Background: an optimization exercise with open tools, aiming at a short achievable clock period and few clock cycles. Do not read the settings as production practice.
No functional check of the RTL was part of any run shown here.
Power figures rest on the tool's default switching activity, not on a simulated workload.

## flow/design.v

```verilog
module ost_desc_decode (
    input  wire [63:0] raw_lo,
    input  wire [63:0] raw_hi,
    input  wire        wide,
    output wire [63:0] base,
    output wire [19:0] limit,
    output wire [3:0]  dtype,
    output wire        s,
    output wire [1:0]  dpl,
    output wire        p,
    output wire        avl,
    output wire        l,
    output wire        db,
    output wire        g
);
    assign limit = {raw_lo[51:48], raw_lo[15:0]};
    assign base  = {(wide ? raw_hi[31:0] : 32'h0), raw_lo[63:56], raw_lo[39:32], raw_lo[31:16]};
    assign dtype = raw_lo[43:40];
    assign s     = raw_lo[44];
    assign dpl   = raw_lo[46:45];
    assign p     = raw_lo[47];
    assign avl   = raw_lo[52];
    assign l     = raw_lo[53];
    assign db    = raw_lo[54];
    assign g     = raw_lo[55];
endmodule
module ost_sel_decode (
    input  wire [15:0] sel,
    output wire [1:0]  rpl,
    output wire        ti,
    output wire [12:0] index
);
    assign rpl   = sel[1:0];
    assign ti    = sel[2];
    assign index = sel[15:3];
endmodule
module ost_ddmd (
    input  wire         clk,
    input  wire         rst,
    input  wire         req_valid,
    output wire         req_ready,
    input  wire [31:0]  req_op,
    input  wire [31:0]  req_in_len,
    input  wire [31:0]  req_out_cap,
    input  wire [95:0]  req_in,         
    output wire         resp_valid,
    input  wire         resp_ready,
    output wire [1:0]   resp_status,
    output wire [31:0]  resp_bytes,
    output wire [319:0] resp_out,       
    output wire         prim_valid,
    output wire [2:0]   prim_cmd,
    output wire [63:0]  prim_addr,
    output wire [63:0]  prim_wdata,
    input  wire         prim_ack,
    input  wire [63:0]  prim_rdata,
    input  wire [15:0]  prim_rlimit,
    input  wire         prim_fault,
    output wire         faulted
);
    localparam [1:0] ST_SUCCESS     = 2'd0;
    localparam [1:0] ST_BUF_SMALL   = 2'd1;
    localparam [1:0] ST_INV_OPERAND = 2'd2;
    localparam [1:0] ST_UNSUPPORTED = 2'd3;
    localparam [2:0] P_RDMSR  = 3'd0;
    localparam [2:0] P_WRMSR  = 3'd1;
    localparam [2:0] P_RDSREG = 3'd2;
    localparam [2:0] P_SGDT   = 3'd3;
    localparam [2:0] P_MEMRD  = 3'd4;
    reg s_idle;      
    reg s_done;      
    reg s_fault;     
    reg s_prim;      
    reg s_msr;       
    reg s_rdsreg, s_sgdt, s_fix, s_memlo, s_memhi;
    reg [2:0]   cmd_q;
    reg [63:0]  addr_q;
    reg [63:0]  wdata_q;
    reg [1:0]   status_q;
    reg         bytes8_q, bytes40_q;
    reg [12:0]  idx_q;         
    reg         hi_ok_q;       
    reg [63:0]  out_lo;        
    reg [31:0]  f_base_lo;
    reg [31:0]  f_base_hi;
    reg [3:0]   f_type;
    reg         f_s, f_p, f_avl, f_l, f_db, f_g;
    reg [1:0]   f_dpl;
    reg [63:0]  f_raw_lo;
    reg [63:0]  f_raw_hi;
    assign req_ready   = s_idle;
    assign resp_valid  = s_done;
    assign faulted     = s_fault;
    assign prim_valid  = s_prim;
    assign prim_cmd    = cmd_q;
    assign prim_addr   = addr_q;
    assign prim_wdata  = wdata_q;
    assign resp_status = status_q;
    assign resp_bytes  = {26'd0, bytes40_q, 1'b0, bytes40_q | bytes8_q, 3'd0};
    assign resp_out    = {f_raw_hi, f_raw_lo,
                          7'd0, f_g, 7'd0, f_db, 7'd0, f_l, 7'd0, f_avl,
                          7'd0, f_p, 6'd0, f_dpl, 7'd0, f_s, 4'd0, f_type,
                          f_base_hi, f_base_lo, out_lo};
    wire op_hi0  = (req_op[31:2] == 30'd0);
    wire op_rd   = op_hi0 & (req_op[1:0] == 2'd1);
    wire op_wr   = op_hi0 & (req_op[1:0] == 2'd2);
    wire op_qs   = op_hi0 & (req_op[1:0] == 2'd3);
    wire op_ok   = op_hi0 & (req_op[1:0] != 2'd0);
    wire len_ge2  = (req_in_len[31:1] != 31'd0);
    wire len_ge4  = (req_in_len[31:2] != 30'd0);
    wire len_ge12 = (req_in_len[31:4] != 28'd0) || (req_in_len[3:2] == 2'b11);
    wire cap_ge8  = (req_out_cap[31:3] != 29'd0);
    wire cap_ge40 = (req_out_cap[31:6] != 26'd0) || (req_out_cap[5:3] == 3'b101) ||
                    (req_out_cap[5:4] == 2'b11);
    wire rd_size = len_ge4 & cap_ge8;
    wire wr_size = len_ge12;
    wire qs_size = len_ge2 & cap_ge40;
    wire qs_idx  = (req_in[15:3] == 13'd0) && (req_in[2:1] != 2'b11);
    wire go_rd   = op_rd & rd_size;
    wire go_wr   = op_wr & wr_size;
    wire go_qs   = op_qs & qs_size & qs_idx;
    wire go_prim = go_rd | go_wr | go_qs;
    wire size_ok = (op_rd & rd_size) | (op_wr & wr_size) | (op_qs & qs_size);
    wire [1:0]  sel_rpl;
    wire        sel_ti;
    wire [12:0] sel_index;
    ost_sel_decode u_sel (
        .sel   (prim_rdata[15:0]),
        .rpl   (sel_rpl),
        .ti    (sel_ti),
        .index (sel_index)
    );
    wire sel_unres = sel_ti | (sel_index == 13'd0);
    wire [13:0] idx1      = {1'b0, idx_q} + 14'd1;
    wire        lo_in_tbl = ({1'b0, idx_q} < ({1'b0, prim_rlimit[15:3]} + {13'd0, &prim_rlimit[2:0]}));
    wire        hi_in_tbl = (idx1 < ({1'b0, prim_rlimit[15:3]} + {13'd0, &prim_rlimit[2:0]}));
    wire [13:0] ea_mid    = {1'b0, prim_rdata[15:3]} + {1'b0, idx_q};
    wire [63:0] dec_base;
    wire [19:0] dec_limit;
    wire [3:0]  dec_type;
    wire        dec_s, dec_p, dec_avl, dec_l, dec_db, dec_g;
    wire [1:0]  dec_dpl;
    ost_desc_decode u_dec (
        .raw_lo (prim_rdata),
        .raw_hi (64'd0),
        .wide   (1'b0),
        .base   (dec_base),
        .limit  (dec_limit),
        .dtype  (dec_type),
        .s      (dec_s),
        .dpl    (dec_dpl),
        .p      (dec_p),
        .avl    (dec_avl),
        .l      (dec_l),
        .db     (dec_db),
        .g      (dec_g)
    );
    wire lo_wide = ~prim_rdata[44];
    wire lo_keep = prim_rdata[44] | hi_ok_q;
    wire nx_prim = (s_rdsreg & ~sel_unres) |
                   (s_sgdt & lo_in_tbl & ~ea_mid[13]) |
                   (s_memlo & ~prim_fault & lo_wide & hi_ok_q);
    wire nx_done = s_msr & ~prim_fault |
                   (s_rdsreg & sel_unres) |
                   (s_sgdt & ~lo_in_tbl) |
                   (s_memlo & ~prim_fault & ~(lo_wide & hi_ok_q)) |
                   (s_memhi & ~prim_fault);
    wire nx_fault = (s_msr | s_memlo | s_memhi) & prim_fault;
    always @(posedge clk) begin
        if (rst) begin
            s_idle   <= 1'b1;
            s_done   <= 1'b0;
            s_fault  <= 1'b0;
            s_prim   <= 1'b0;
            s_msr    <= 1'b0;
            s_rdsreg <= 1'b0;
            s_sgdt   <= 1'b0;
            s_fix    <= 1'b0;
            s_memlo  <= 1'b0;
            s_memhi  <= 1'b0;
        end else begin
            s_idle  <= s_idle ? ~req_valid : (s_done & resp_ready);
            s_done  <= s_idle ? (req_valid & ~go_prim) :
                       s_done ? ~resp_ready :
                       (s_prim & prim_ack & nx_done);
            s_prim  <= s_idle ? (req_valid & go_prim) :
                       s_fix  ? 1'b1 :
                       (s_prim & (~prim_ack | nx_prim));
            s_fault <= s_fault | (s_prim & prim_ack & nx_fault);
            s_msr   <= s_idle ? (req_valid & (go_rd | go_wr)) : (s_msr & ~prim_ack);
            s_rdsreg <= s_idle ? (req_valid & go_qs) : (s_rdsreg & ~prim_ack);
            s_sgdt  <= s_rdsreg ? (prim_ack & ~sel_unres) : (s_sgdt & ~prim_ack);
            s_fix   <= s_sgdt & prim_ack & lo_in_tbl & ea_mid[13];
            s_memlo <= s_sgdt ? (prim_ack & lo_in_tbl & ~ea_mid[13]) :
                       s_fix | (s_memlo & ~prim_ack);
            s_memhi <= s_memlo ? (prim_ack & ~prim_fault & lo_wide & hi_ok_q) :
                       (s_memhi & ~prim_ack);
        end
    end
    always @(posedge clk) begin
        if (s_idle) begin
            wdata_q      <= req_in[95:32];
            status_q     <= !op_ok   ? ST_UNSUPPORTED :
                            !size_ok ? ST_BUF_SMALL   :
                            (op_qs && !qs_idx) ? ST_INV_OPERAND : ST_SUCCESS;
            bytes8_q     <= go_rd;
            bytes40_q    <= go_qs;
        end
        if (s_idle)
            cmd_q <= {1'b0, op_qs, op_wr};
        else if (s_rdsreg & prim_ack)
            cmd_q <= P_SGDT;
        else if (s_sgdt & prim_ack)
            cmd_q <= P_MEMRD;
        if (s_sgdt)
            addr_q <= {prim_rdata[63:16], ea_mid[12:0], prim_rdata[2:0]};
        else if (s_fix)
            addr_q[63:16] <= addr_q[63:16] + 48'd1;
        else if (s_memlo & prim_ack)
            addr_q[63:3] <= addr_q[63:3] + 61'd1;
        else if (s_idle)
            addr_q[31:0] <= req_in[31:0];
        if (s_rdsreg)
            idx_q <= sel_index;
        if (s_sgdt)
            hi_ok_q <= hi_in_tbl;
        if (s_idle)
            out_lo <= 64'd0;
        else if (s_msr)
            out_lo <= prim_rdata;
        else if (s_rdsreg)
            out_lo[15:0] <= prim_rdata[15:0];
        else if (s_memlo) begin
            out_lo[23:16] <= {7'd0, lo_keep};
            out_lo[31:24] <= {7'd0, lo_wide & hi_ok_q};
            out_lo[63:32] <= lo_keep ? {12'd0, dec_limit} : 32'd0;
        end
        if (s_idle) begin
            f_base_lo <= 32'd0;
            f_type    <= 4'd0;
            f_s       <= 1'b0;
            f_dpl     <= 2'd0;
            f_p       <= 1'b0;
            f_avl     <= 1'b0;
            f_l       <= 1'b0;
            f_db      <= 1'b0;
            f_g       <= 1'b0;
            f_raw_lo  <= 64'd0;
        end else if (s_memlo) begin
            f_base_lo <= lo_keep ? dec_base[31:0] : 32'd0;
            f_type    <= lo_keep ? dec_type : 4'd0;
            f_s       <= lo_keep & dec_s;
            f_dpl     <= lo_keep ? dec_dpl : 2'd0;
            f_p       <= lo_keep & dec_p;
            f_avl     <= lo_keep & dec_avl;
            f_l       <= lo_keep & dec_l;
            f_db      <= lo_keep & dec_db;
            f_g       <= lo_keep & dec_g;
            f_raw_lo  <= lo_keep ? prim_rdata : 64'd0;
        end
        if (s_idle) begin
            f_base_hi <= 32'd0;
            f_raw_hi  <= 64'd0;
        end else if (s_memhi) begin
            f_base_hi <= prim_rdata[31:0];
            f_raw_hi  <= prim_rdata;
        end
    end
endmodule
```

## flow/flow/run.sh

```bash
#!/bin/bash
set -o pipefail
MARGIN=${MARGIN:-7}
bash standard.sh SETUP_SLACK_MARGIN=$MARGIN finish > flow_standard.log 2>&1
rc=$?
cp -r orfs/logs/sky130hd/ost_ddmd/base orfs_logs 2>/dev/null
exit $rc
```

## flow/standard.sh

```bash
#!/bin/bash
# synth_recipe.tcl (not shown) runs the flow's synth.tcl, then flattens the netlist and writes it again
# the make line also repeats each setting of config.mk as NAME=value (left out here)
make -C /OpenROAD-flow-scripts/flow DESIGN_CONFIG=/design/flow/config.mk WORK_HOME=/design/flow/orfs CLKGATE_MAP_FILE= SYNTH_SCRIPT=/design/flow/synth_recipe.tcl "${@:-finish}"
```

## flow/config.mk

```make
export PLATFORM = sky130hd
export DESIGN_NAME = ost_ddmd
export DESIGN_NICKNAME = ost_ddmd
export VERILOG_FILES = /design/flow/design.v
export SDC_FILE = /design/flow/constraint.sdc
export NUM_CORES = 4
export LEC_CHECK = 0
export ABC_CLOCK_PERIOD_IN_PS = 1000
export CAP_MARGIN = 20
export CORE_AREA = 10 10 310 310
export DIE_AREA = 0 0 320 320
export SLEW_MARGIN = 40
```

## flow/constraint.sdc

```tcl
create_clock -name core_clock -period 10.0 [get_ports {clk}]
set_input_delay 2.0000 -clock core_clock [delete_from_list [all_inputs] [get_ports {clk}]]
set_output_delay 2.0000 -clock core_clock [all_outputs]
set_load 0.01 [all_outputs]
```

==> results of run 1 <==
[state kept, by name, summed over array words and instances (netlist names), 2 cells and up]
register,count
idx_q,13
f_base_lo,32
addr_q,64
status_q,2
f_type,3
wdata_q,64
f_raw_hi,33
cmd_q,3
f_base_hi,31
f_raw_lo,28
out_lo,64
[layout make-up]
type / instances / area share (%)
inverter: 18 / 0.235
multi-input combinational: 1250 / 29.8
tap: 1165 / 5.07
clock buffer: 55 / 4.29
clock inverter: 26 / 0.752
sequential: 351 / 30.9
antenna: 3 / 0.0261
timing repair buffer: 868 / 28.9
[cell families after synthesis]
logic type	after synthesis
DFF	351
and+or+nand+nor	649
adders and majority gates	41
AOI/OAI and AO/OA	327
buffers and inverters	274
other	1
xor gates and xnor gates	75
muxes	73
[how the worst max path moves through the flow]
stage                               from         end  slack [ns]  cells past startpoint
after CTS                 prim_rlimit[2]      s_done        6.03                     14
after floorplan           prim_rlimit[1]      s_done        5.71                     14
final                     prim_rlimit[2]     hi_ok_q        6.05                     13
after detailed placement        prim_ack  addr_q[30]        4.81                      5
after global routing      prim_rlimit[2]     hi_ok_q        5.92                     13
after global placement          prim_ack  addr_q[30]        4.80                      5
[Yosys cell counts (all sizes together) (4+ instances only)]
cell    count  area share, %
xor2       34            1.7
a22o       26            1.3
a21oi     113            3.3
or2         9           0.32
a211oi     10           0.43
o31ai       6           0.26
nor4       28            1.1
nor3       31           0.89
o21a        6           0.26
and2        6           0.22
o22a        5           0.25
clkbuf     78            1.7
a21o        7           0.30
or3        13           0.47
mux2        5           0.32
and4        5           0.25
a222oi      6           0.35
nand4      24           0.90
nand2     158            3.4
a31oi       7           0.25
buf       178            7.4
a311oi      4           0.20
inv        18           0.39
nor2      158            3.4
xnor2      41            2.1
o22ai      10           0.36
o21ai      77            2.2
o211ai      6           0.26
nor2b       7           0.25
nand2b     69            2.5
a22oi       5           0.22
dfxtp     203             23
ha         38            2.7
a221oi     14           0.71
mux2i      68            3.9
nand3     102            2.9
edfxtp    148             26
and3       20           0.72
[stage by stage]
stage	utilization, %	instances	hold slack [ns]
2_1_floorplan	-	1872	0.452
3_3_place_gp	28.1	3482	0.438
3_5_place_dp	28.1	3483	0.446
4_1_cts	31.5	3692	0.457
5_1_grt	32.4	3734	0.471
6_report	32.4	3736	0.455
[worst register-to-register path: stages (launching register included)]
cell and delay (ns):
sky130_fd_sc_hd__edfxtp_1 0.43, sky130_fd_sc_hd__buf_4 0.14, sky130_fd_sc_hd__buf_4 0.14, sky130_fd_sc_hd__nand3_2 0.13, sky130_fd_sc_hd__nor4_4 0.30, sky130_fd_sc_hd__or3b_4 0.48, sky130_fd_sc_hd__or3b_2 0.59, sky130_fd_sc_hd__nor3_1 0.21
sky130_fd_sc_hd__xnor2_1 0.14, sky130_fd_sc_hd__o21ai_0 0.09
[timing repair]
action                     4_1_cts  5_1_grt
setup endpoints to repair      613      463
setup buffers                  126       40
resized for setup             2656      137
cloned                           2        1
pin swaps                       88       50
[where the power goes]
group | leakage, uW | internal, uW | switching [uW]
registers | 0.00320 | 1520 | 18.5
clock network | 0.000730 | 935 | 687
logic | 0.00695 | 193 | 244
total | 0.0109 | 2640 | 949
[metal layers]
layer	global-route usage, %	routed length (um)	vias up
met1	20.8	38600	8230
met3	5.06	7510	90
met2	27.3	42600	672
li1	-	-	7679
met5	0	34	-
met4	3.24	1510	4
==> qor_table.md, run 1 <==
| Group | Parameter | Reported |
| --- | --- | --- |
| status | Status | no timing/DRC/antenna violations |
| clock network | Clock-pin transition on the worst setup and hold timing paths | 0.06 ns |
| worst setup path | Worst path buffer plus inverter count | 1 |
| worst setup path | CP top delay family | adder cells |
| flow run | Count of maximum capacitance violations | 0 |
| clock network | Clock sink total | 351 |
| worst setup path | Max stage delay on crit path | 0.33 ns |
| yosys | Fraction of the mapped netlist area in simple logic gates | 18.4% |
| floorplan | Die outline height | 320 um |
| placement | Final Wtd Congestion | 0.922 |
| yosys | Netlist area before placement | 0.0173 mm2 |
| finish | Nets@finish | 2851 |
| worst setup path | Critical Path Source Type | primary input |
| worst setup path | Worst Path Arrival | 4.36 ns |
| yosys | Synthesis-stage register bit count | 351 |
| yosys | Syn avg cell area | 9.68 um2 |
| worst hold path | Worst min-delay path class | reg2reg |
| yosys | Number of instances in the synthesized netlist | 1791 |
| floorplan | Total number of placement rows | 109 |
| yosys | Post-synthesis share of cell area spent on xor and xnor gates | 3.79% |
| worst setup path | Worst-path cell chain | buf_6 > and3_4 > ha_4 > ha_4 > xnor2_2 > ha_1 > or3_1 > o21ai_1 > o2bb2ai_1 > a211oi_2 > o21ai_1 > maj3_2 > a21oi_4 |
| worst setup path | Master of the slowest instance on the critical path | sky130_fd_sc_hd__or3_1 |
| sta | Final-report setup violation count | 0 |
| sta | Post-layout min period | 3.95 ns |
| yosys | Number of synthesized flops with an enable pin | 148 |
| yosys | Number of distinct library cells after synthesis | 71 |
| floorplan | Die Span X | 320 um |
| yosys | Share of flip-flops with an asynchronous set or reset after synthesis | 0% |
| worst setup path | Source of the worst register-to-register timing path | addr_q[16] |
| clock network | Number of buffers inserted by hold repair at cts | 0 |
| routing | Final routed wire length divided by cell count | 24.1 um |
| finish | Most common cell after layout, fill and taps aside | sky130_fd_sc_hd__buf_6 |
| clock network | CTS HTree Levels | 2 |
| placement | Post-placement setup slack | 4.81 ns |
| clock network | Clock tree from TritonCTS | built |
| placement | Buffers added on ports | 680 |
| sta | RSZ-0062 raised after global routing | true |
| sta | Hold Fails Final Rpt | 0 |
| finish | Sequential cell area in the final layout | 0.00890 mm2 |
| routing | Detailed-route via count | 16675 |
| grt | Largest net degree at the start of global routing | 141 |
| placement | DPL Wire Length | 66700 um |
| sta | Least-Margin Pin Slew | 0.924 ns |
| clock network | Clock Tree Buf Depth | 3 |
| clock network | Library cell used as clock root buffer | sky130_fd_sc_hd__clkbuf_16 |
| floorplan | Initial core utilization | 19.5% |
| finish | P&R area growth vs syn | 66.0% |
| grt | Grt ovf | 0 |
| grt | All-layer global routing usage | 16.4% |
| grt | Antenna violations before repair | 12 |
| worst setup path | Crit path max fanout | 5 |
| yosys | Synthesis warning total | 1 |
| finish | Share of post-route cells with drive strength above 1 | 42.3% |
| worst setup path | Required @ worst endpoint | 10.41 ns |
| yosys | Post-synthesis sequential area ratio | 49.1% |
| worst hold path | WHS Endpoint | out_lo[7] |
| finish | Post-route design area | 0.0288 mm2 |
| yosys | Largest family of logic cells by synthesized area | simple AND/OR/NAND/NOR gates |
| routing | Per-cell via count in the routed design | 4.46 |
| sta | Final-layout setup total negative slack | 0 ns |
| sta | Max-Slew Margin vs Limit | 38.4% |
| sta | Final setup skew | 0.0334 ns |
| clock network | Latest clock arrival within the worst-skew pair | 0.59 ns |
| floorplan | Area enclosed by the die boundary | 0.102 mm2 |
| routing | Routed Wire Length | 90200 um |
| yosys | Synthesized-area fraction occupied by adder cells | 2.97% |
| worst setup path | Class of the most critical setup path | in2reg |
| floorplan | Core region area | 0.0888 mm2 |
| sta | Final-report max-slew violation count | 0 |
| worst setup path | Worst setup EP type | register |
| worst setup path | Number of cell instances on the worst register-to-register path | 9 |
| power | Power density of the placed cells | 125 mW/mm2 |
| floorplan | I/O pin count | 767 |
| routing | Residual DRC | 0 |
| placement | Placement-stage cell area | 0.0250 mm2 |
| finish | Fill count | 9084 |
| power | Leakage component of the power | 0.0109 uW |
| grt | Wire length of the first global-routing pass | 125000 um |
| sta | Final worst path period share | 39.5% |
| worst setup path | Destination of the worst register-to-register timing path | addr_q[61] |
| routing | DRT antenna net count | 0 |
| clock network | Total clock buffers created by CTS | 45 |
| yosys | Compound-cell area share of the yosys netlist | 11.9% |
| worst hold path | Hold path cells | 2 |
| power | IR Drop Worst-Case VDD | 95.0 uV |
| grt | Number of global-route vias before repair | 16409 |
| routing | Length of the first detailed-routing pass in iterations | 7 |
| worst setup path | Worst reg-to-reg setup slack | 7.10 ns |
| finish | Combined area of the multi-input logic cells | 0.00858 mm2 |
| routing | Iter 0 DRT Violations | 1110 |
| sta | Worst Slack Setup Final | 6.05 ns |
| finish | Most used cells in the layout excluding fill and tap cells | sky130_fd_sc_hd__buf_6 (385), sky130_fd_sc_hd__buf_4 (154), sky130_fd_sc_hd__nor2_1 (150) |
| sta | Max Clk Rate | 0.253 GHz |
| power | Total power consumption of the routed design | 3590 uW |
| yosys | Multiplexer area fraction after synthesis | 4.25% |
| worst hold path | Launch instance of the worst min-delay path | out_lo[7] |
| yosys | Post-synth top flop | sky130_fd_sc_hd__dfxtp_1 |
==> inputs of run 2 (changes only) <==
--- a/flow/config.mk
+++ b/flow/config.mk
@@ -8,5 +8,5 @@
 export ABC_CLOCK_PERIOD_IN_PS = 1000
 export CAP_MARGIN = 20
-export CORE_AREA = 10 10 310 310
-export DIE_AREA = 0 0 320 320
+export CORE_AREA = 5 5 215 215
+export DIE_AREA = 0 0 220 220
 export SLEW_MARGIN = 40
==> run 2 against run 1 <==
Still clean. Sequential share of layout area rose by 0.79 points. Power fell by 5.1%. Clock power fell by 9%. Fmax fell by 3.8%. Final cell count fell by 15%. Non-clock buffer count rose by 28. Flip-flop and latch count did not move.
==> qor_table.md, run 2 <==
| Group | Parameter | Reported | vs previous |
| --- | --- | --- | --- |
| clock network | Clock-pin transition on the worst setup and hold timing paths | 0.06 ns | about the same |
| clock network | Number of buffers inserted by hold repair at cts | 0 | unchanged |
| yosys | Top post-synthesis cells by area | sky130_fd_sc_hd__edfxtp_1 (26%), sky130_fd_sc_hd__dfxtp_1 (23%), sky130_fd_sc_hd__buf_4 (7.1%) |  |
| finish | Finished Core Util | 63.7% | +31 points |
| placement | Buffers added on ports | 680 | unchanged |
| finish | Nets@finish | 2873 | +0.77% |
| worst setup path | Worst path buffer plus inverter count | 2 | +1 |
| routing | Iter 0 DRT Violations | 1283 | +16% |
| sta | Final-report max-slew violation count | 0 | unchanged |
| worst setup path | Worst reg-to-reg setup slack | 7.05 ns | -0.05 ns |
| power | IR Drop Worst-Case VDD | 124 uV | +30% |
| finish | Fill count | 3736 | -59% |
| yosys | Number of instances in the synthesized netlist | 1791 | unchanged |
| floorplan | Die outline height | 220 um | -31% |
| finish | Most used cells in the layout excluding fill and tap cells | sky130_fd_sc_hd__buf_6 (396), sky130_fd_sc_hd__buf_4 (168), sky130_fd_sc_hd__nor2_1 (154), sky130_fd_sc_hd__dfxtp_2 (154) |  |
| sta | Final-report setup violation count | 0 | unchanged |
| worst setup path | Max stage delay on crit path | 0.33 ns | about the same |
| finish | Largest registers in the final layout | addr_q (64), out_lo (64), wdata_q (64) |  |
| finish | Most common cell after layout, fill and taps aside | sky130_fd_sc_hd__buf_6 |  |
| finish | Final std cells w/o fill | 3181 | -15% |
| floorplan | Total number of placement rows | 77 | -29% |
| sta | Final-layout setup total negative slack | 0 ns | unchanged |
| sta | Final setup skew | 0.0251 ns | -0.00837 ns |
| grt | Largest net degree at the start of global routing | 117 | -17% |
| clock network | Total clock buffers created by CTS | 40 | -11% |
| yosys | Leading cell type by number of instances after synthesis | sky130_fd_sc_hd__dfxtp_1 |  |
| yosys | Post-synth top flop | sky130_fd_sc_hd__dfxtp_1 |  |
| floorplan | I/O pin count | 767 | unchanged |
| worst setup path | Crit path max fanout | 5 | unchanged |
| worst hold path | Worst min-delay path class | reg2reg |  |
| grt | Grt ovf | 0 | unchanged |
| yosys | Synthesis-stage register bit count | 351 | unchanged |
| sta | Max-Slew Margin vs Limit | 45.7% | +7.3 points |
| clock network | Latest clock arrival within the worst-skew pair | 0.56 ns | -0.03 ns |
| routing | Routed Wire Length | 75700 um | -16% |
| status | Status | no timing/DRC/antenna violations |  |
| sta | Max Clk Rate | 0.243 GHz | -3.8% |
| grt | Wire length of the first global-routing pass | 107000 um | -14% |
| routing | DRT antenna net count | 0 | unchanged |
| routing | Per-cell via count in the routed design | 5.24 | +17% |
| sta | RSZ-0062 raised after global routing | true |  |
| yosys | Number of distinct library cells after synthesis | 71 | unchanged |
| yosys | Biggest area consumer among synthesized cells | sky130_fd_sc_hd__edfxtp_1 |  |
| yosys | Leading post-synthesis cells by instance count | sky130_fd_sc_hd__dfxtp_1 (203), sky130_fd_sc_hd__buf_4 (165), sky130_fd_sc_hd__nand2_1 (158), sky130_fd_sc_hd__nor2_1 (158), sky130_fd_sc_hd__edfxtp_1 (148) |  |
| finish | P&R area growth vs syn | 61.3% |  |
| placement | Placed Cells | 2899 | -17% |
| clock network | Clock tree from TritonCTS | built |  |
| routing | Length of the first detailed-routing pass in iterations | 5 | -2 |
| sta | Least-Margin Pin Slew | 0.812 ns | -0.112 ns |
| placement | Final Wtd Congestion | 0.918 | -0.50% |
| yosys | Syn avg cell area | 9.68 um2 | unchanged |
| worst setup path | Master of the slowest instance on the critical path | sky130_fd_sc_hd__maj3_2 |  |
| worst setup path | CP top delay family | adder cells |  |
| floorplan | Core region area | 0.0439 mm2 | -51% |
| finish | Share of post-route cells with drive strength above 1 | 42.7% | +0.36 points |
| floorplan | Initial core utilization | 39.5% | +20 points |
| worst setup path | Critical Path Source Type | primary input |  |
| clock network | Library cell used as clock root buffer | sky130_fd_sc_hd__clkbuf_16 |  |
| worst setup path | Required @ worst endpoint | 10.41 ns | about the same |
| grt | Antenna violations before repair | 1 | -11 |
| worst setup path | Worst setup EP type | register |  |
| flow run | Count of maximum capacitance violations | 0 | unchanged |
| floorplan | Area enclosed by the die boundary | 0.0484 mm2 | -53% |
| yosys | Post-synthesis sequential area ratio | 49.1% | unchanged |
| worst setup path | Worst Path Arrival | 4.52 ns | +0.16 ns |
| yosys | Synthesis warning total | 1 | unchanged |
| yosys | Netlist area before placement | 0.0173 mm2 | unchanged |
| placement | DPL Wire Length | 54200 um | -19% |
| routing | Residual DRC | 0 | unchanged |
| routing | Detailed-route via count | 16662 | -0.078% |
| clock network | Clock sink total | 351 | unchanged |
| power | Leakage component of the power | 0.0109 uW | +0.53% |
| sta | Final worst path period share | 41.1% | +1.6 points |
| grt | All-layer global routing usage | 29.0% | +13 points |
| power | Total power consumption of the routed design | 3410 uW | -5.1% |
| yosys | Top-area cell type share of the netlist area | 25.6% | unchanged |
| clock network | CTS HTree Levels | 2 | unchanged |
| grt | Number of global-route vias before repair | 16250 | -0.97% |
| worst setup path | Worst-path cell chain | buf_6 > and3_4 > ha_4 > ha_4 > buf_12 > xnor2_4 > ha_1 > or3_1 > o21ai_1 > o2bb2ai_1 > a211oi_2 > o21ai_1 > maj3_2 > a21oi_2 |  |
| sta | Post-layout min period | 4.11 ns | +0.155 ns |
| clock network | Clock Tree Buf Depth | 3 | unchanged |
| yosys | Share of flip-flops with an asynchronous set or reset after synthesis | 0% | unchanged |
| floorplan | Die Span X | 220 um | -31% |
| sta | Hold Fails Final Rpt | 0 | unchanged |
| worst setup path | Class of the most critical setup path | in2reg |  |
| yosys | Number of synthesized flops with an enable pin | 148 | unchanged |
| power | Power density of the placed cells | 122 mW/mm2 | -2.4% |
| routing | Final routed wire length divided by cell count | 23.8 um | -1.4% |
run 2: worst paths after layout:
path	start	endpoint	cells after the start
worst min-delay path	out_lo[0]	out_lo[0]	2
worst max register to register	addr_q[21]	addr_q[63]	11
worst min register to register	out_lo[0]	out_lo[0]	2
worst max-delay path	prim_rlimit[2]	hi_ok_q	14
run 2: where the power goes:
part	leakage [uW]	internal, uW	total, uW	switching (uW)
registers	0.00320	1520	1530	15.1
logic	0.00710	184	407	223
clock network	0.000642	866	1470	604
total	0.0109	2570	3410	842
run 2: metal layers:
metal,part of all wire (%),GRT usage (%)
met1,39,36.1
met2,51,50.5
met3,8.6,7.72
met4,1.8,6.68
met5,0,0
run 2: cell families (layout without fill, tap and decap cells):
| family | Yosys count | after routing | synth area share [%] |
|---|---|---|---|
| AOI/OAI and AO/OA | 327 | 327 | 11.9 |
| xor gates and xnor gates | 75 | 75 | 3.79 |
| adders and majority gates | 41 | 41 | 2.97 |
| buffers and inverters | 274 | 986 | 9.50 |
| DFF | 351 | 351 | 49.1 |
| muxes | 73 | 73 | 4.25 |
| other | 1 | 85 | 0.0216 |
| and+or+nand+nor | 649 | 651 | 18.4 |
run 2: worst min-delay path, cell delays in order, from the launching register on:
cell and delay, ns:
sky130_fd_sc_hd__dfxtp_2 0.32, sky130_fd_sc_hd__nand2_1 0.05, sky130_fd_sc_hd__a21oi_1 0.05
run 2: final cells by class:
type                       count  area (um2)  share of cell area (%)
sequential                   351        8870                    31.7
timing repair buffer         896        8510                    30.4
multi-input combinational   1249        8470                    30.3
clock buffer                  58        1170                    4.19
tap                          592         741                    2.65
clock inverter                14         121                   0.434
inverter                      18        67.6                   0.242
antenna                        3        7.51                  0.0268
run 2: through the flow:
stage | hold WS [ns] | cell area [um2] | setup WS (ns)
after global placement | 0.439 | 24100 | 4.83
after global routing | 0.468 | 28000 | 5.77
after detailed placement | 0.446 | 24200 | 4.71
final | 0.453 | 28000 | 5.89
after CTS | 0.457 | 27200 | 5.93
after floorplan | 0.452 | 18100 | 5.71
run 2: timing repair:
item                       in CTS  in global routing
buffers inserted              148                 57
gates cloned                    2                  0
pin swaps                      74                 46
resized for setup            2604                204
setup endpoints to repair     610                450
==> inputs of run 3 (changes only) <==
--- a/flow/design.v
+++ b/flow/design.v
@@ -132,8 +132,32 @@
     );
     wire sel_unres = sel_ti | (sel_index == 13'd0);
+    function automatic [15:0] prefix16(input [15:0] g, input [15:0] p);
+        reg [15:0] gg, pp;
+        integer s, i;
+        begin
+            gg = g;
+            pp = p;
+            for (s = 1; s < 16; s = s * 2)
+                for (i = 15; i >= s; i = i - 1) begin
+                    gg[i] = gg[i] | (pp[i] & gg[i-s]);
+                    pp[i] = pp[i] & pp[i-s];
+                end
+            prefix16 = gg;
+        end
+    endfunction
+    function automatic gt16(input [15:0] a, input [15:0] b);
+        reg [15:0] gg;
+        begin
+            gg = prefix16(a & ~b, a | ~b);
+            gt16 = gg[15];
+        end
+    endfunction
     wire [13:0] idx1      = {1'b0, idx_q} + 14'd1;
-    wire        lo_in_tbl = ({1'b0, idx_q} < ({1'b0, prim_rlimit[15:3]} + {13'd0, &prim_rlimit[2:0]}));
-    wire        hi_in_tbl = (idx1 < ({1'b0, prim_rlimit[15:3]} + {13'd0, &prim_rlimit[2:0]}));
-    wire [13:0] ea_mid    = {1'b0, prim_rdata[15:3]} + {1'b0, idx_q};
+    wire        lo_in_tbl = ~gt16({idx_q, 3'b111}, prim_rlimit);
+    wire        hi_in_tbl = ~idx1[13] & ~gt16({idx1[12:0], 3'b111}, prim_rlimit);
+    wire [15:0] ea_g      = {3'd0, prim_rdata[15:3] & idx_q};
+    wire [15:0] ea_p      = {3'd0, prim_rdata[15:3] | idx_q};
+    wire [15:0] ea_c      = prefix16(ea_g, ea_p);
+    wire [13:0] ea_mid    = {ea_c[12], (prim_rdata[15:3] ^ idx_q) ^ {ea_c[11:0], 1'b0}};
     wire [63:0] dec_base;
     wire [19:0] dec_limit;
--- a/flow/config.mk
+++ b/flow/config.mk
@@ -8,5 +8,5 @@
 export ABC_CLOCK_PERIOD_IN_PS = 1000
 export CAP_MARGIN = 20
-export CORE_AREA = 5 5 215 215
-export DIE_AREA = 0 0 220 220
+export CORE_AREA = 10 10 310 310
+export DIE_AREA = 0 0 320 320
 export SLEW_MARGIN = 40
==> run 3 against run 2 <==
Non-clock buffer count decreased by 1. Register-to-register slack worse by 0.09 ns. Sequential power about the same. Sequential share of layout area is 0.73 points lower. Largest cell class unchanged. Synthesized cell count fell by 1.3%. Critical path depth down 2. Synthesized area is 0.43% lower. Final cell count up 18%. Die area rose by 110%. Clock skew shrank 0.010 ns. Highest routed layer is now met5.
==> qor_table.md, run 3 <==
| Group | Parameter | Reported | vs previous |
| --- | --- | --- | --- |
| status | Status | no timing/DRC/antenna violations |  |
| grt | Number of global-route vias before repair | 16282 | +0.20% |
| finish | Nets@finish | 2848 | -0.87% |
| power | Combinational power share | 11.4% | -0.5 points |
| routing | Iter 0 DRT Violations | 1072 | -16% |
| worst setup path | Worst setup EP type | register |  |
| clock network | Number of buffers inserted by hold repair at cts | 0 | unchanged |
| floorplan | I/O pin count | 767 | unchanged |
| finish | Largest registers in the final layout | addr_q (64), out_lo (64), wdata_q (64) |  |
| sta | Final-report setup violation count | 0 | unchanged |
| yosys | Number of instances in the synthesized netlist | 1768 | -1.3% |
| routing | Detailed-route via count | 16444 | -1.3% |
| power | Net load switching power | 934 uW | +11% |
| power | Power density of the placed cells | 129 mW/mm2 | +6.2% |
| clock network | Latest clock arrival within the worst-skew pair | 0.58 ns | +0.02 ns |
| clock network | Clock Tree Buf Depth | 3 | unchanged |
| floorplan | Total number of placement rows | 109 | +42% |
| sta | Final-report max-slew violation count | 0 | unchanged |
| worst hold path | Worst min-delay path class | reg2reg |  |
| yosys | Leading post-synthesis cells by instance count | sky130_fd_sc_hd__dfxtp_1 (203), sky130_fd_sc_hd__buf_4 (166), sky130_fd_sc_hd__nor2_1 (156) |  |
| grt | Largest net degree at the start of global routing | 87 | -26% |
| finish | Finished Core Util | 32.4% | -31 points |
| yosys | Number of distinct library cells after synthesis | 84 | +18% |
| floorplan | Core region area | 0.0888 mm2 | +100% |
| power | IR Drop Worst-Case VDD | 104 uV | -16% |
| placement | DPL Wire Length | 64500 um | +19% |
| flow run | Count of maximum capacitance violations | 0 | unchanged |
| worst setup path | Required @ worst endpoint | 10.31 ns | -0.10 ns |
| yosys | Netlist area before placement | 0.0173 mm2 | -0.43% |
| yosys | Top-area cell type share of the netlist area | 25.7% | +0.11 points |
| floorplan | Die Span X | 320 um | +45% |
| grt | Wire length of the first global-routing pass | 122000 um | +14% |
| finish | Most common cell after layout, fill and taps aside | sky130_fd_sc_hd__buf_6 |  |
| sta | Final-layout setup total negative slack | 0 ns | unchanged |
| yosys | Top post-synthesis cells by area | sky130_fd_sc_hd__edfxtp_1 (26%), sky130_fd_sc_hd__dfxtp_1 (24%), sky130_fd_sc_hd__buf_4 (7.2%) |  |
| routing | Routed Wire Length | 88800 um | +17% |
| clock network | Library cell used as clock root buffer | sky130_fd_sc_hd__clkbuf_16 |  |
| placement | Final Wtd Congestion | 0.828 | -9.8% |
| sta | Final worst path period share | 39.3% | -1.8 points |
| routing | Length of the first detailed-routing pass in iterations | 7 | +2 |
| grt | All-layer global routing usage | 16.1% | -13 points |
| floorplan | Initial core utilization | 19.4% | -20 points |
| clock network | CTS HTree Levels | 2 | unchanged |
| floorplan | Die outline height | 320 um | +45% |
| sta | RSZ-0062 raised after global routing | true |  |
| finish | Fill count | 9111 | +140% |
| finish | Most used cells in the layout excluding fill and tap cells | sky130_fd_sc_hd__buf_6 (375), sky130_fd_sc_hd__buf_4 (179), sky130_fd_sc_hd__clkdlybuf4s50_1 (156) |  |
| yosys | Post-synthesis sequential area ratio | 49.3% | +0.21 points |
| power | Clock power frac | 47.3% | +4.2 points |
| sta | Final setup skew | 0.0150 ns | -0.0101 ns |
| routing | Per-cell via count in the routed design | 4.39 | -16% |
| placement | Buffers added on ports | 680 | unchanged |
| yosys | Number of synthesized flops with an enable pin | 148 | unchanged |
| sta | Post-layout min period | 3.93 ns | -0.179 ns |
| worst setup path | Class of the most critical setup path | in2reg |  |
| sta | Max-Slew Margin vs Limit | 39.1% | -6.6 points |
| grt | Antenna violations before repair | 13 | +12 |
| worst setup path | Critical Path Source Type | primary input |  |
| routing | Residual DRC | 0 | unchanged |
| clock network | Clock tree from TritonCTS | built |  |
| sta | Hold Fails Final Rpt | 0 | unchanged |
| worst setup path | Worst Path Arrival | 4.24 ns | -0.28 ns |
| sta | Max Clk Rate | 0.254 GHz | +4.6% |
| yosys | Synthesis-stage register bit count | 351 | unchanged |
| finish | P&R area growth vs syn | 66.4% |  |
| clock network | Total clock buffers created by CTS | 46 | +15% |
| yosys | Biggest area consumer among synthesized cells | sky130_fd_sc_hd__edfxtp_1 |  |
| yosys | Synthesis warning total | 1 | unchanged |
| floorplan | Area enclosed by the die boundary | 0.102 mm2 | +110% |
| yosys | Post-synth top flop | sky130_fd_sc_hd__dfxtp_1 |  |
| clock network | Clock-pin transition on the worst setup and hold timing paths | 0.05 ns | about the same |
| clock network | Clock sink total | 351 | unchanged |
| sta | Least-Margin Pin Slew | 0.913 ns | +0.101 ns |
| routing | DRT antenna net count | 0 | unchanged |
| grt | Grt ovf | 0 | unchanged |
| yosys | Leading cell type by number of instances after synthesis | sky130_fd_sc_hd__dfxtp_1 |  |
| power | Cell-internal power | 2780 uW | +8.4% |
| routing | Final routed wire length divided by cell count | 23.7 um | -0.33% |
| yosys | Syn avg cell area | 9.76 um2 | +0.86% |
| yosys | Share of flip-flops with an asynchronous set or reset after synthesis | 0% | unchanged |
| worst setup path | Crit path max fanout | 3 | -2 |
| power | Switching share of power | 25.1% | +0.45 points |
| power | Leakage component of the power | 0.0110 uW | +0.92% |
| power | Sequential share of power | 41.3% | -3.7 points |
| finish | Share of post-route cells with drive strength above 1 | 42.2% | -0.46 points |
[run 3: metal layers]
layer / up-vias / part of all wire, % / routed length [um] / global-route usage, %
met5: - / 0.015 / 13 / 0
met2: 700 / 48 / 42300 / 27.0
met3: 103 / 9.3 / 8240 / 5.49
met4: 2 / 2.4 / 2100 / 4.25
li1: 7636 / - / - / -
met1: 8003 / 41 / 36200 / 19.6
[run 3: stage by stage]
step	power [uW]	hold slack [ns]	instance area [um2]	worst slack [ns]	instances
CTS	3760	0.458	27900	6.22	3677
finish	3720	0.458	28700	6.07	3743
detailed placement	1980	0.444	24600	4.32	3453
floorplan	1730	0.459	17800	5.84	1849
global route	3850	0.471	28700	6.03	3740
global placement	1980	0.437	24600	4.26	3451
[run 3: path summary, 6_finish.rpt]
check,from,end,slack (ns),cells after the start
setup / recovery,prim_rdata[3],addr_q[15],6.07,12
hold / removal,out_lo[13],out_lo[13],0.46,2
setup reg to reg,idx_q[0],addr_q[15],6.96,11
hold reg to reg,out_lo[13],out_lo[13],0.46,2
[run 3: cell type report]
type	instances	area [um2]	area share, %
sequential	351	8900	31.0
timing repair buffer	895	8500	29.6
multi-input combinational	1195	8050	28.0
tap	1165	1460	5.07
clock buffer	64	1410	4.89
clock inverter	17	204	0.710
inverter	52	195	0.680
antenna	4	10.0	0.0348
[run 3: logic make-up after synthesis]
family	count (synthesis)	synth area share, %
buf+inv	309	10.4
fa+ha+maj	33	2.38
compound gates	341	13.2
other cells	1	0.0217
mux	76	4.47
xor+xnor	60	3.04
flops	351	49.3
simple gates	597	17.3
[run 3: worst max-delay path, cell delays in order]
cell                       delay, ns
sky130_fd_sc_hd__buf_12         0.09
sky130_fd_sc_hd__ha_4           0.13
sky130_fd_sc_hd__inv_2          0.04
sky130_fd_sc_hd__fa_2           0.36
sky130_fd_sc_hd__o21ba_4        0.21
sky130_fd_sc_hd__o21bai_4       0.17
sky130_fd_sc_hd__a21oi_4        0.09
sky130_fd_sc_hd__o31ai_4        0.28
sky130_fd_sc_hd__a31oi_2        0.16
sky130_fd_sc_hd__a221oi_2       0.34
sky130_fd_sc_hd__xnor2_2        0.24
sky130_fd_sc_hd__mux2i_1        0.12
[run 3: repair_timing]
| action | in CTS | in global routing |
|---|---|---|
| gates cloned | 6 | 1 |
| pin swaps | 66 | 54 |
| endpoints found under the setup margin | 586 | 514 |
| setup buffers | 137 | 61 |
| gates resized for setup | 2587 | 160 |
[run 3: power groups by stage]
stage          Clock [uW]  Combinational, uW  Sequential, uW
3_5_place_dp            0                388            1590
5_1_grt              1860                449            1540
4_1_cts              1820                403            1540
6_report             1760                424            1540
2_1_floorplan           0                121            1610
3_3_place_gp            0                386            1590
==> inputs of run 4 (changes only) <==
--- a/flow/config.mk
+++ b/flow/config.mk
@@ -6,5 +6,5 @@
 export NUM_CORES = 4
 export LEC_CHECK = 0
-export ABC_CLOCK_PERIOD_IN_PS = 1000
+export ABC_CLOCK_PERIOD_IN_PS = 100
 export CAP_MARGIN = 20
 export CORE_AREA = 10 10 310 310
==> run 4 against run 3 <==
Highest routed layer unchanged. Flip-flop and latch count is the same. Power is the same. Critical path type unchanged. Synthesized area stayed put. Routed wire length stayed put. Non-clock buffer count unchanged. Final cell count stayed put. Critical path depth is the same. Still clean on timing, DRC and antenna. Synthesized cell count unchanged.
==> qor_table.md, run 4 <==
| Group | Parameter | Reported | vs previous |
| --- | --- | --- | --- |
| status | Status | no timing/DRC/antenna violations |  |
| sta | Final-layout setup total negative slack | 0 ns | unchanged |
| sta | Final-report max-slew violation count | 0 | unchanged |
| placement | DPL Wire Length | 64500 um | unchanged |
| clock network | Latest clock arrival within the worst-skew pair | 0.58 ns | about the same |
| yosys | Number of instances in the synthesized netlist | 1768 | unchanged |
| worst setup path | Worst path buffer plus inverter count | 2 | unchanged |
| finish | Post-route design area | 0.0287 mm2 | unchanged |
| sta | Final-report setup violation count | 0 | unchanged |
| placement | Buffers added on ports | 680 | unchanged |
| finish | P&R area growth vs syn | 66.4% | unchanged |
| worst setup path | CP top delay family | compound AO/OA/AOI/OAI gates |  |
| yosys | Post-synth top flop | sky130_fd_sc_hd__dfxtp_1 |  |
| floorplan | Initial core utilization | 19.4% | unchanged |
| routing | Per-cell via count in the routed design | 4.39 | unchanged |
| clock network | Total clock buffers created by CTS | 46 | unchanged |
| yosys | Leading cell type by number of instances after synthesis | sky130_fd_sc_hd__dfxtp_1 |  |
| routing | Wire length the detailed router placed on met1 | 36200 um | unchanged |
| worst setup path | Number of gates on the worst path with buffers counted | 12 | unchanged |
| worst setup path | Launch point of the critical path | prim_rdata[3] |  |
| yosys | Largest family of logic cells by synthesized area | simple AND/OR/NAND/NOR gates |  |
| sta | Hold Fails Final Rpt | 0 | unchanged |
| clock network | Clock Tree Buf Depth | 3 | unchanged |
| routing | Routed Wire Length | 88800 um | unchanged |
| worst hold path | Worst min-delay path class | reg2reg |  |
| worst setup path | Endpoint of the most critical setup path | addr_q[15] |  |
| yosys | Multiplexer area fraction after synthesis | 4.47% | unchanged |
| worst setup path | Worst-path cell chain | buf_12 > ha_4 > inv_2 > fa_2 > o21ba_4 > o21bai_4 > a21oi_4 > o31ai_4 > a31oi_2 > a221oi_2 > xnor2_2 > mux2i_1 |  |
| worst setup path | Worst setup EP type | register |  |
| floorplan | Die outline height | 320 um | unchanged |
| flow run | Count of maximum capacitance violations | 0 | unchanged |
| sta | Final setup skew | 0.0150 ns | unchanged |
| yosys | Compound-cell area share of the yosys netlist | 13.2% | unchanged |
| routing | DRT antenna net count | 0 | unchanged |
| routing | Detailed-route via count | 16444 | unchanged |
| worst setup path | Worst Path Arrival | 4.24 ns | about the same |
| placement | Final Wtd Congestion | 0.828 | unchanged |
| placement | Placed Cells | 3453 | unchanged |
| grt | All-layer global routing usage | 16.1% | unchanged |
| clock network | CTS HTree Levels | 2 | unchanged |
| worst setup path | Worst reg-to-reg setup slack | 6.96 ns | about the same |
| grt | Number of global-route vias before repair | 16282 | unchanged |
| sta | Final worst path period share | 39.3% | unchanged |
| power | Power density of the placed cells | 129 mW/mm2 | unchanged |
| floorplan | Area enclosed by the die boundary | 0.102 mm2 | unchanged |
| floorplan | I/O pin count | 767 | unchanged |
| clock network | Number of buffers inserted by hold repair at cts | 0 | unchanged |
| floorplan | Core region area | 0.0888 mm2 | unchanged |
| yosys | Synthesis-stage register bit count | 351 | unchanged |
| worst setup path | Required @ worst endpoint | 10.31 ns | about the same |
| sta | Worst hold slack across all endpoints | 0.458 ns | unchanged |
| yosys | Netlist area before placement | 0.0173 mm2 | unchanged |
| yosys | Top post-synthesis cells by area | sky130_fd_sc_hd__edfxtp_1 (26%), sky130_fd_sc_hd__dfxtp_1 (24%), sky130_fd_sc_hd__buf_4 (7.2%) |  |
| yosys | Synthesized-area fraction occupied by adder cells | 2.38% | unchanged |
| floorplan | Total number of placement rows | 109 | unchanged |
| sta | Least-Margin Pin Slew | 0.913 ns | unchanged |
| worst setup path | Max stage delay on crit path | 0.36 ns | about the same |
| clock network | Clock-pin transition on the worst setup and hold timing paths | 0.05 ns | about the same |
| yosys | Post-synthesis sequential area ratio | 49.3% | unchanged |
| clock network | Clock tree from TritonCTS | built |  |
| finish | Most common cell after layout, fill and taps aside | sky130_fd_sc_hd__buf_6 |  |
| yosys | Top-area cell type share of the netlist area | 25.7% | unchanged |
| grt | Grt ovf | 0 | unchanged |
| sta | Max-Slew Margin vs Limit | 39.1% | unchanged |
| grt | Wire length of the first global-routing pass | 122000 um | unchanged |
| finish | Largest registers in the final layout | addr_q (64), out_lo (64), wdata_q (64) |  |
| routing | Metal2 WL | 42300 um | unchanged |
| yosys | Number of distinct library cells after synthesis | 84 | unchanged |
| worst setup path | Crit path max fanout | 3 | unchanged |
| worst setup path | Destination of the worst register-to-register timing path | addr_q[15] |  |
| placement | Placement-stage cell area | 0.0246 mm2 | unchanged |
| routing | Residual DRC | 0 | unchanged |
| yosys | Number of synthesized flops with an enable pin | 148 | unchanged |
| finish | Final std cells w/o fill | 3743 | unchanged |
| yosys | Syn avg cell area | 9.76 um2 | unchanged |
| routing | Length of the first detailed-routing pass in iterations | 7 | unchanged |
| routing | Top Layer Used | met5 |  |
| yosys | Fraction of the mapped netlist area in simple logic gates | 17.3% | unchanged |
| worst setup path | Number of cell instances on the worst register-to-register path | 11 | unchanged |
| finish | Nets@finish | 2848 | unchanged |
| clock network | Library cell used as clock root buffer | sky130_fd_sc_hd__clkbuf_16 |  |
| power | Leakage component of the power | 0.0110 uW | unchanged |
| yosys | Share of flip-flops with an asynchronous set or reset after synthesis | 0% | unchanged |
| worst setup path | Class of the most critical setup path | in2reg |  |
| worst setup path | Source of the worst register-to-register timing path | idx_q[0] |  |
| yosys | Synthesis warning total | 1 | unchanged |
| power | Total power consumption of the routed design | 3720 uW | unchanged |
| routing | Iter 0 DRT Violations | 1072 | unchanged |
| yosys | Leading post-synthesis cells by instance count | sky130_fd_sc_hd__dfxtp_1 (203), sky130_fd_sc_hd__buf_4 (166), sky130_fd_sc_hd__nor2_1 (156) |  |
| clock network | Clock sink total | 351 | unchanged |
| sta | Max Clk Rate | 0.254 GHz | unchanged |
| routing | Met3 wire length | 8240 um | unchanged |
| yosys | Post-synthesis share of cell area spent on xor and xnor gates | 3.04% | unchanged |
| finish | Share of post-route cells with drive strength above 1 | 42.2% | unchanged |
| grt | Antenna violations before repair | 13 | unchanged |
| worst setup path | Master of the slowest instance on the critical path | sky130_fd_sc_hd__fa_2 |  |
| sta | Post-layout min period | 3.93 ns | unchanged |
| yosys | Biggest area consumer among synthesized cells | sky130_fd_sc_hd__edfxtp_1 |  |
| floorplan | Die Span X | 320 um | unchanged |
| routing | Final routed wire length divided by cell count | 23.7 um | unchanged |
| worst setup path | Critical Path Source Type | primary input |  |
| power | IR Drop Worst-Case VDD | 104 uV | unchanged |
| sta | RSZ-0062 raised after global routing | true |  |
| finish | Most used cells in the layout excluding fill and tap cells | sky130_fd_sc_hd__buf_6 (375), sky130_fd_sc_hd__buf_4 (179), sky130_fd_sc_hd__clkdlybuf4s50_1 (156) |  |
| grt | Largest net degree at the start of global routing | 87 | unchanged |
[run 4: cell counts in the layout (fill, tap and decap cells not counted)]
No cell type changed its count.
[run 4: logic make-up (layout without fill, tap and decap cells)]
logic type / after synthesis / after routing
adders and majority gates: 33 / 33
DFF: 351 / 351
and+or+nand+nor: 597 / 603
AOI/OAI and AO/OA: 341 / 341
xor gates and xnor gates: 60 / 60
other: 1 / 86
muxes: 76 / 76
buffers and inverters: 309 / 1028
[run 4: metal layers]
layer / vias to the layer above / GRT usage (%)
li1: 7636 / -
met1: 8003 / 19.6
met5: - / 0
met4: 2 / 4.25
met2: 700 / 27.0
met3: 103 / 5.49
[run 4: tightest hold or removal path, cell delays in order (launching register included)]
cell and delay [ns]:
sky130_fd_sc_hd__dfxtp_2 0.32, sky130_fd_sc_hd__nand2_1 0.05, sky130_fd_sc_hd__a21oi_1 0.05
[run 4: power by group]
part	internal [uW]	switching [uW]	total, uW
registers	1520	18.7	1540
logic	186	238	424
clock network	1080	677	1760
[run 4: repair_timing]
action                                  4_1_cts  5_1_grt
gates resized for setup                    2587      160
pin swaps                                    66       54
endpoints found under the setup margin      586      514
buffers inserted                            137       61
endpoints found under the hold margin         0        0
gates cloned                                  6        1
[run 4: how the worst min path moves through the flow]
stage,startpoint,to,slack [ns],cells past startpoint
after floorplan,f_raw_lo[47],f_raw_lo[47],0.46,2
after global placement,out_lo[9],out_lo[9],0.44,2
after detailed placement,out_lo[10],out_lo[10],0.44,2
after CTS,out_lo[2],out_lo[2],0.46,2
after global routing,out_lo[13],out_lo[13],0.47,2
final,out_lo[13],out_lo[13],0.46,2
[run 4: layout make-up]
type	instances	area [um2]
Antenna cell	4	10.0
Clock buffer	64	1410
Clock inverter	17	204
Fill cell	9111	60100
Inverter	52	195
Multi-Input combinational cell	1195	8050
Sequential cell	351	8900
Tap cell	1165	1460
Timing Repair Buffer	895	8500
[run 4: metrics by stage]
| stage | util [%] | setup slack (ns) |
|---|---|---|
| after floorplan | - | 5.84 |
| after global placement | 27.7 | 4.26 |
| after detailed placement | 27.7 | 4.32 |
| after CTS | 31.4 | 6.22 |
| after global routing | 32.3 | 6.03 |
| final | 32.4 | 6.07 |

[afterwards: timing with drivers on the ports]
The flow's constraints put no driver on any port. The routed layouts listed below were extracted and timed again, unchanged, in two steps. Step 1 sets driving cells, clkbuf_16 on the clock port and buf_2 on the other inputs (assumed; they add their load-dependent delay and slew). Step 2 also shifts input and output timing later by t, the mid clock arrival at the registers, as if the neighbouring blocks saw the same clock. a / b / c = ideal ports / drivers / drivers and shift; a / b = the first two.
run | shift t [ns] | setup WS [ns] | worst hold slack (ns) | worst slew at a driven data input, ns | pins driven straight from the clock port
run 1 | 0.633 | 6.045 / 6.066 / 5.433 | 0.455 / 0.455 / 0.455 | 0.15 | 1
run 2 | 0.607 | 5.890 / 5.916 / 5.308 | 0.453 / 0.453 / 0.453 | 0.11 | 1
run 3 | 0.630 | 6.069 / 6.047 / 5.417 | 0.458 / 0.458 / 0.458 | 0.15 | 1
run 4 | 0.630 | 6.069 / 6.047 / 5.417 | 0.458 / 0.458 / 0.458 | 0.15 | 1
After both steps every run listed still meets setup and hold.
